From an optimization exercise on the open Yosys and OpenROAD flow, aimed at small area, a short achievable clock period and few clock cycles per item; shortcuts taken in it are not production practice. Function was checked by simulation only, so behaviour that the tests miss may differ from the original. Power and IR drop assume default switching activity.

[flow/run.sh]
#!/bin/bash
# synth_recipe.tcl (not shown) runs the flow's synth.tcl, then flattens the netlist and writes it again
# the make line also repeats each setting of config.mk as NAME=value (left out here)
make -C /OpenROAD-flow-scripts/flow DESIGN_CONFIG=/design/flow/config.mk WORK_HOME=/design/flow/orfs CLKGATE_MAP_FILE= SYNTH_SCRIPT=/design/flow/synth_recipe.tcl finish
[flow/config.mk]
export PLATFORM = sky130hd
export DESIGN_NAME = x64ptw
export DESIGN_NICKNAME = x64ptw
export VERILOG_FILES = /design/flow/design.v
export SDC_FILE = /design/flow/constraint.sdc
export NUM_CORES = 4
export LEC_CHECK = 0
export CAP_MARGIN = 20
export CORE_AREA = 5 5 275 275
export DIE_AREA = 0 0 280 280
export PLACE_DENSITY = 0.6
export SLEW_MARGIN = 20
[flow/constraint.sdc]
create_clock -name core_clock -period 6.0 [get_ports {clk}]
set_input_delay 1.2000 -clock core_clock [delete_from_list [all_inputs] [get_ports {clk}]]
set_output_delay 1.2000 -clock core_clock [all_outputs]
set_load 0.01 [all_outputs]
[flow/design.v]
`timescale 1ns/1ps
module x64ptw_entry_decode (
    input  wire [2:0]  level,         
    input  wire [63:0] raw,
    output wire        leaf,
    output wire        present,
    output wire        writable,
    output wire        user,
    output wire        write_through,
    output wire        cache_disable,
    output wire        accessed,
    output wire        exec_disable,
    output wire        ps_valid,
    output wire        ps,
    output wire        dirty,
    output wire        global_pg,
    output wire        pat,
    output wire [4:0]  frame_shift,
    output wire [27:0] frame_ref,
    output wire [63:0] reserved,
    output wire        faulty
);
    localparam [63:0] RM = 64'h000F_FF00_0000_0000;    
    wire lvl1 = (level == 3'd1);
    wire lvl2 = (level == 3'd2);
    wire lvl3 = (level == 3'd3);
    wire lvl4 = (level == 3'd4);
    assign leaf          = lvl1 | ((lvl2 | lvl3) & raw[7]);
    assign present       = raw[0];
    assign writable      = raw[1];
    assign user          = raw[2];
    assign write_through = raw[3];
    assign cache_disable = raw[4];
    assign accessed      = raw[5];
    assign exec_disable  = raw[63];
    assign ps_valid      = !lvl1;
    assign ps            = !lvl1 & raw[7];
    assign dirty         = leaf & raw[6];
    assign global_pg     = leaf & raw[8];
    assign pat           = lvl1 ? raw[7] : (leaf ? raw[12] : 1'b0);
    assign frame_shift = (leaf & lvl3) ? 5'd30 :
                         (leaf & lvl2) ? 5'd21 : 5'd12;
    assign frame_ref = (frame_shift == 5'd30) ? {18'd0, raw[39:30]} :
                       (frame_shift == 5'd21) ? {9'd0, raw[39:21]} :
                                                raw[39:12];
    reg [63:0] mask;
    always @(*) begin
        mask = RM;
        if (lvl4)
            mask = mask | 64'h80;
        else if (leaf & lvl3)
            mask = mask | 64'h3FFF_E000;
        else if (leaf & lvl2)
            mask = mask | 64'h001F_E000;
    end
    assign reserved = raw & mask;
    assign faulty   = |reserved;
endmodule
`timescale 1ns/1ps
module x64ptw (
    input  wire        clk,
    input  wire        rst,
    input  wire        cmd_valid,
    output wire        cmd_ready,
    input  wire [63:0] cmd_root,
    input  wire [63:0] cmd_va,
    input  wire        abort_req,
    output wire        mem_req_valid,
    input  wire        mem_req_ready,
    output wire [63:0] mem_req_addr,
    input  wire        mem_rsp_valid,
    input  wire [63:0] mem_rsp_data,
    input  wire        mem_rsp_err,
    output wire        ent_valid,
    output wire [2:0]  ent_level,
    output wire [8:0]  ent_index,
    output wire [63:0] ent_table_base,
    output wire [63:0] ent_raw,
    output wire        ent_leaf,
    output wire        ent_present,
    output wire        ent_writable,
    output wire        ent_user,
    output wire        ent_write_through,
    output wire        ent_cache_disable,
    output wire        ent_accessed,
    output wire        ent_exec_disable,
    output wire        ent_ps_valid,
    output wire        ent_ps,
    output wire        ent_dirty,
    output wire        ent_global,
    output wire        ent_pat,
    output wire [4:0]  ent_frame_shift,
    output wire [27:0] ent_frame_ref,
    output wire [63:0] ent_reserved,
    output wire        ent_faulty,
    output wire        rsp_valid,
    output wire [2:0]  rsp_status,
    output wire        rsp_mapped,
    output wire [63:0] rsp_page_base,
    output wire [4:0]  rsp_page_shift,
    output wire [29:0] rsp_page_offset,
    output wire [63:0] rsp_pa,
    output wire [2:0]  rsp_count,
    output wire [63:0] rsp_info
);
    localparam [2:0] ST_OK      = 3'd0;
    localparam [2:0] ST_AWV     = 3'd1;    
    localparam [2:0] ST_HRF     = 3'd2;    
    localparam [2:0] ST_ABORTED = 3'd7;
    localparam [2:0] S_IDLE = 3'd0;
    localparam [2:0] S_REQ  = 3'd1;
    localparam [2:0] S_WAIT = 3'd2;
    localparam [2:0] S_DEC  = 3'd3;
    localparam [2:0] S_DONE = 3'd4;
    reg [2:0]  state;
    reg [63:0] va_q;
    reg [63:0] base_q;       
    reg [2:0]  level_q;
    reg [63:0] addr_q;       
    reg [63:0] raw_q;        
    reg [2:0]  count_q;      
    reg [2:0]  r_status;
    reg        r_mapped;
    reg [63:0] r_page_base;
    reg [4:0]  r_page_shift;
    reg [29:0] r_page_offset;
    reg [63:0] r_pa;
    reg [63:0] r_info;
    reg [8:0] index;
    always @(*) begin
        case (level_q)
            3'd4:    index = va_q[47:39];
            3'd3:    index = va_q[38:30];
            3'd2:    index = va_q[29:21];
            default: index = va_q[20:12];
        endcase
    end
    wire [63:0] entry_addr = base_q + {52'd0, index, 3'b000};
    wire canonical = (cmd_va[63:47] == 17'd0) || (cmd_va[63:47] == 17'h1FFFF);
    wire        d_leaf, d_present, d_ps_valid, d_ps;
    wire [4:0]  d_shift;
    wire [27:0] d_frame;
    x64ptw_entry_decode u_dec (
        .level        (level_q),
        .raw          (raw_q),
        .leaf         (d_leaf),
        .present      (d_present),
        .writable     (ent_writable),
        .user         (ent_user),
        .write_through(ent_write_through),
        .cache_disable(ent_cache_disable),
        .accessed     (ent_accessed),
        .exec_disable (ent_exec_disable),
        .ps_valid     (d_ps_valid),
        .ps           (d_ps),
        .dirty        (ent_dirty),
        .global_pg    (ent_global),
        .pat          (ent_pat),
        .frame_shift  (d_shift),
        .frame_ref    (d_frame),
        .reserved     (ent_reserved),
        .faulty       (ent_faulty)
    );
    wire [39:0] leaf_base40 = {12'd0, d_frame} << d_shift;
    wire [63:0] leaf_base   = {24'd0, leaf_base40};
    reg  [29:0] leaf_offset;
    always @(*) begin
        case (level_q)
            3'd3:    leaf_offset = va_q[29:0];
            3'd2:    leaf_offset = {9'd0, va_q[20:0]};
            default: leaf_offset = {18'd0, va_q[11:0]};
        endcase
    end
    always @(posedge clk) begin
        if (rst) begin
            state <= S_IDLE;
        end else begin
            case (state)
                S_IDLE: begin
                    if (cmd_valid) begin
                        va_q          <= cmd_va;
                        base_q        <= cmd_root;
                        level_q       <= 3'd4;
                        count_q       <= 3'd0;
                        r_mapped      <= 1'b0;
                        r_page_base   <= 64'd0;
                        r_page_shift  <= 5'd0;
                        r_page_offset <= 30'd0;
                        r_pa          <= 64'd0;
                        if (canonical) begin
                            state <= S_REQ;
                        end else begin
                            r_status <= ST_AWV;
                            r_info   <= cmd_va;
                            state    <= S_DONE;
                        end
                    end
                end
                S_REQ: begin
                    if (mem_req_ready) begin
                        addr_q <= entry_addr;
                        state  <= S_WAIT;
                    end
                end
                S_WAIT: begin
                    if (mem_rsp_valid) begin
                        if (mem_rsp_err) begin
                            r_status <= ST_HRF;
                            r_info   <= addr_q;
                            state    <= S_DONE;
                        end else begin
                            raw_q <= mem_rsp_data;
                            state <= S_DEC;
                        end
                    end
                end
                S_DEC: begin
                    count_q <= count_q + 3'd1;
                    if (!d_present) begin
                        r_status <= ST_OK;
                        r_info   <= 64'd0;
                        state    <= S_DONE;
                    end else if (d_leaf) begin
                        r_status      <= ST_OK;
                        r_info        <= 64'd0;
                        r_mapped      <= 1'b1;
                        r_page_base   <= leaf_base;
                        r_page_shift  <= d_shift;
                        r_page_offset <= leaf_offset;
                        r_pa          <= leaf_base + {34'd0, leaf_offset};
                        state         <= S_DONE;
                    end else if (abort_req) begin
                        r_status <= ST_ABORTED;
                        r_info   <= 64'd0;
                        state    <= S_DONE;
                    end else begin
                        base_q  <= {24'd0, d_frame, 12'd0};
                        level_q <= level_q - 3'd1;
                        state   <= S_REQ;
                    end
                end
                default: begin    
                    state <= S_IDLE;
                end
            endcase
        end
    end
    assign cmd_ready     = (state == S_IDLE);
    assign mem_req_valid = (state == S_REQ);
    assign mem_req_addr  = entry_addr;
    assign ent_valid       = (state == S_DEC);
    assign ent_level       = level_q;
    assign ent_index       = index;
    assign ent_table_base  = base_q;
    assign ent_raw         = raw_q;
    assign ent_leaf        = d_leaf;
    assign ent_present     = d_present;
    assign ent_ps_valid    = d_ps_valid;
    assign ent_ps          = d_ps;
    assign ent_frame_shift = d_shift;
    assign ent_frame_ref   = d_frame;
    assign rsp_valid       = (state == S_DONE);
    assign rsp_status      = r_status;
    assign rsp_mapped      = r_mapped;
    assign rsp_page_base   = r_page_base;
    assign rsp_page_shift  = r_page_shift;
    assign rsp_page_offset = r_page_offset;
    assign rsp_pa          = r_pa;
    assign rsp_count       = count_q;
    assign rsp_info        = r_info;
endmodule
==> impl_metrics.ini <==
[synth]
syn_area_per_cell_um2 = 12.2
synthCells = 1676
synthTopCellsByArea = edfxtp_1 (62%), nand2_1 (4.2%), buf_4 (4.1%)
synthArstFlopShare_pct = 0
synth_top_area_share_pct = 62.1
ys_types = 76
ys_seq_elements = 425
yosys_warnings = 2
synth_area_um2 = 20400
yosysMostFrequentCell = edfxtp_1
synth_edf_count = 422
synth_common_cells = edfxtp_1 (422), nand2_1 (231), buf_4 (112), o21ai_0 (90), and2_1 (89)
yosys_most_used_dff = edfxtp_1
ys_seq_area_share_pct = 62.4
synth_area_leader_cell = edfxtp_1

[pwr]
p_per_area_nw_per_um2 = 244
leakage_nw = 11.3
finalPower_mw = 7.29
peakVddDrop_mv = 0.202

[setup_path]
arrival_ns = 4.67
worstPathMaxFanout = 9
cp_cell_sequence = ha_4, nor2b_2, a222oi_1, nand2_1, ha_2, fa_2, a211o_1, a21o_1, a211o_1, nand2_4, nor3_1, xor2_1, clkdlybuf4s50_1
cp-end-kind = output port
cpLargestDelayFamily = compound AO/OA/AOI/OAI gates
worst-path-buf-inv = 1
crit_path_max_incr_delay_ns = 0.60
crit_path_start_kind = flip-flop
cp_common_cell = a211o_1
crit_type = reg -> out
cp.required_ns = 4.80
slowest_stage = clkdlybuf4s50_1

[run]
cap_violations = 0

[clock_tree]
cts_tree = yes
cts.sinks = 425
clockBufferDepth = 3
htree_num_levels = 2
numCtsBuffers = 50
path_clk_slew_ns = 0.06
root_buffer = clkbuf_16
clk_latency_ns = 0.60

[cells_and_area]
design_area_um2 = 29900
syn2layout_area_growth_pct = 46.4
layout-drive-gt1-share_pct = 9.00
final_util_pct = 41.2
layout.nets = 2602

[timing]
timing.hold.ws_ns = 0.493
tightest_slew_ns = 1.09
drv_slew = 0
min_period_over_period_pct = 97.8
fin_tns_setup_ns = 0
finalSetupViolations = 0
hold_viol = 0
min_period_ns = 5.87
relSlewSlack_pct = 27.5
fmax_ghz = 0.170
final.setup_skew_ns = 0.0248
grt_setup_unrepaired = true

[grt]
grt_pass1_vias = 16000
grt_max_degree = 99
grt-ovfl-total = 0
grt_pass1_wl_mm = 125
antenna_found_initial = 14
grt_util_all_layers_pct = 22.1

[routing]
drc = 0
drt_first_pass_iters = 7
viasPerCell = 4.83
ant_nets = 0
totalWireLength_mm = 91.5
drtIter0Drc = 1490
wl_per_cell_um = 27.2
vias = 16300

[floorplan]
core_um2 = 72600
dieArea_um2 = 78400
die_h_um = 280
row_count = 99
initial_core_util_pct = 28.1
pin_count = 752
die_x_um = 280

[placement]
port_buffers = 665
gp_congestion = 0.901
dp.final_hpwl_mm = 72.2
dpl_cell_area_um2 = 27900

[hold_path]
min_path_type = reg -> reg

[outcome]
status = finished clean
repair_timing:
| action | in CTS | in global routing |
|---|---|---|
| hold buffers | 0 | 0 |
| pin swaps | 3 | 6 |
| endpoints found under the setup margin | 53 | 35 |
| buffers inserted | 7 | 6 |
| resized for setup | 24 | 25 |
registers in the layout, summed over array words and instances (netlist names):
register and count:
r_page_offset 30, count_q 3, r_page_base 36, raw_q 64
va_q 48, r_mapped 1, r_pa 37, addr_q 64
r_info 64, level_q 3, base_q 64, r_page_shift 5
state 3, r_status 3
cells in the final DEF (no fill, tap or decap), types with 9 or more instances in the layout:
master           synthesis  layout
a21o_1                  14      14
nor2b_1                 15      12
mux2i_1                  9       9
ha_1                    41      37
diode_2                  0      10
and3_1                  88      88
buf_4                  112      55
nor4_1                  13      12
and2_1                  89      88
a211oi_1                11      11
o21ai_0                 90      90
o21a_1                  11      11
inv_1                   25      22
nor3_1                  36      36
nand2_1                231     229
a21oi_1                 43      41
edfxtp_1               422     422
xnor2_1                 41      40
nand4_1                 25      25
dlymetal6s2s_1           0      13
clkdlybuf4s50_1          0     643
xor2_1                  30      29
clkinv_1                 1      11
conb_1                   2     103
mux2_2                  31      31
clkbuf_16                0      51
nor2_1                  67      60
nand3_1                 30      30
cell families after synthesis:
logic type                 after synthesis  synth area share (%)
adders and majority gates               43                  2.71
muxes                                   40                  2.15
xor gates and xnor gates                71                  3.05
AOI/OAI and AO/OA                      239                  7.49
other                                    2                0.0368
and+or+nand+nor                        641                  16.1
buffers and inverters                  215                  6.08
DFF                                    425                  62.4
area by class of cell:
class,count,area [um^2]
clock buffers,59,1310
well taps,959,1200
flip-flops and latches,425,12700
repair buffers,720,7100
fillers,6939,42700
diodes,10,25.0
clock inverters,32,382
inverters,26,97.6
multi-input cells,1137,7030
metrics by stage:
| step | setup WS (ns) | cells |
|---|---|---|
| 3_3_place_gp | 0.396 | 3254 |
| 2_1_floorplan | 0.0791 | 1777 |
| 4_1_cts | 0.00812 | 3352 |
| 3_5_place_dp | 0.249 | 3254 |
| 5_1_grt | -0.0167 | 3363 |
| 6_report | 0.134 | 3368 |
worst reg2reg max path, cell delays in order (launching register included):
cell,delay [ns]
edfxtp_1,0.42
buf_4,0.16
buf_4,0.13
ha_1,0.25
o21ai_2,0.39
buf_4,0.23
inv_1,0.27
nand2_1,0.42
inv_1,0.30
nor2b_1,0.27
ha_1,0.35
and4_1,0.24
a221oi_1,0.47
o21ai_0,0.27
a31oi_1,0.33
mux2i_1,0.42
metal layers:
| layer | up-vias | part of all wire (%) | GRT usage, % |
|---|---|---|---|
| met5 | - | 0.032 | 0 |
| met4 | 4 | 2.4 | 5.15 |
| met3 | 113 | 7.9 | 5.41 |
| met2 | 733 | 49 | 36.9 |
| met1 | 8090 | 41 | 29.1 |
| li1 | 7318 | - | - |
final timing paths:
kind	slack [ns]	end	depth (start not counted)	start
worst max-delay path	0.13	mem_req_addr[49]	13	level_q[1]
worst min-delay path	0.49	addr_q[2]	0	base_q[2]
worst max register to register	0.84	r_pa[25]	15	level_q[0]
worst min register to register	0.49	addr_q[2]	0	base_q[2]
report_power, final:
group,total [mW],leakage (nW),switching [mW],internal (mW)
registers,3.42,3.94,0.0648,3.36
clock network,3.19,0.817,1.29,1.90
logic,0.686,6.58,0.341,0.346
total,7.29,11.3,1.70,5.60
Testbench counts, summed over its fixed seeds: cycles 42,828, walks 3,200.

-- what the ideal ports hide --
How much do the figures lean on ideal ports? The routed layout below was timed once more, with nothing changed but the port constraints. Step 1 assumes that a clkbuf_16 drives the clock port and a buf_2 every other input. Step 2 times the ports against the registers' clock, not the clock port: input delays grow and output delays shrink by t, the midpoint of the rising clock arrivals with the driver on. Three values: ideal, step 1, step 2; two values: the first two.
t, ns: 0.641
slack for setup (ns): 0.134 / 0.080 / 0.722
hold slack, ns: 0.493 / 0.493 / 0.493
latest minus earliest clock arrival (ns): 0.028 / 0.029
worst slew at a driven data input, ns: 0.18
After both steps this run still meets setup and hold. The setup slack of this run moves by -0.054 ns with the drivers and by +0.588 ns with both steps.
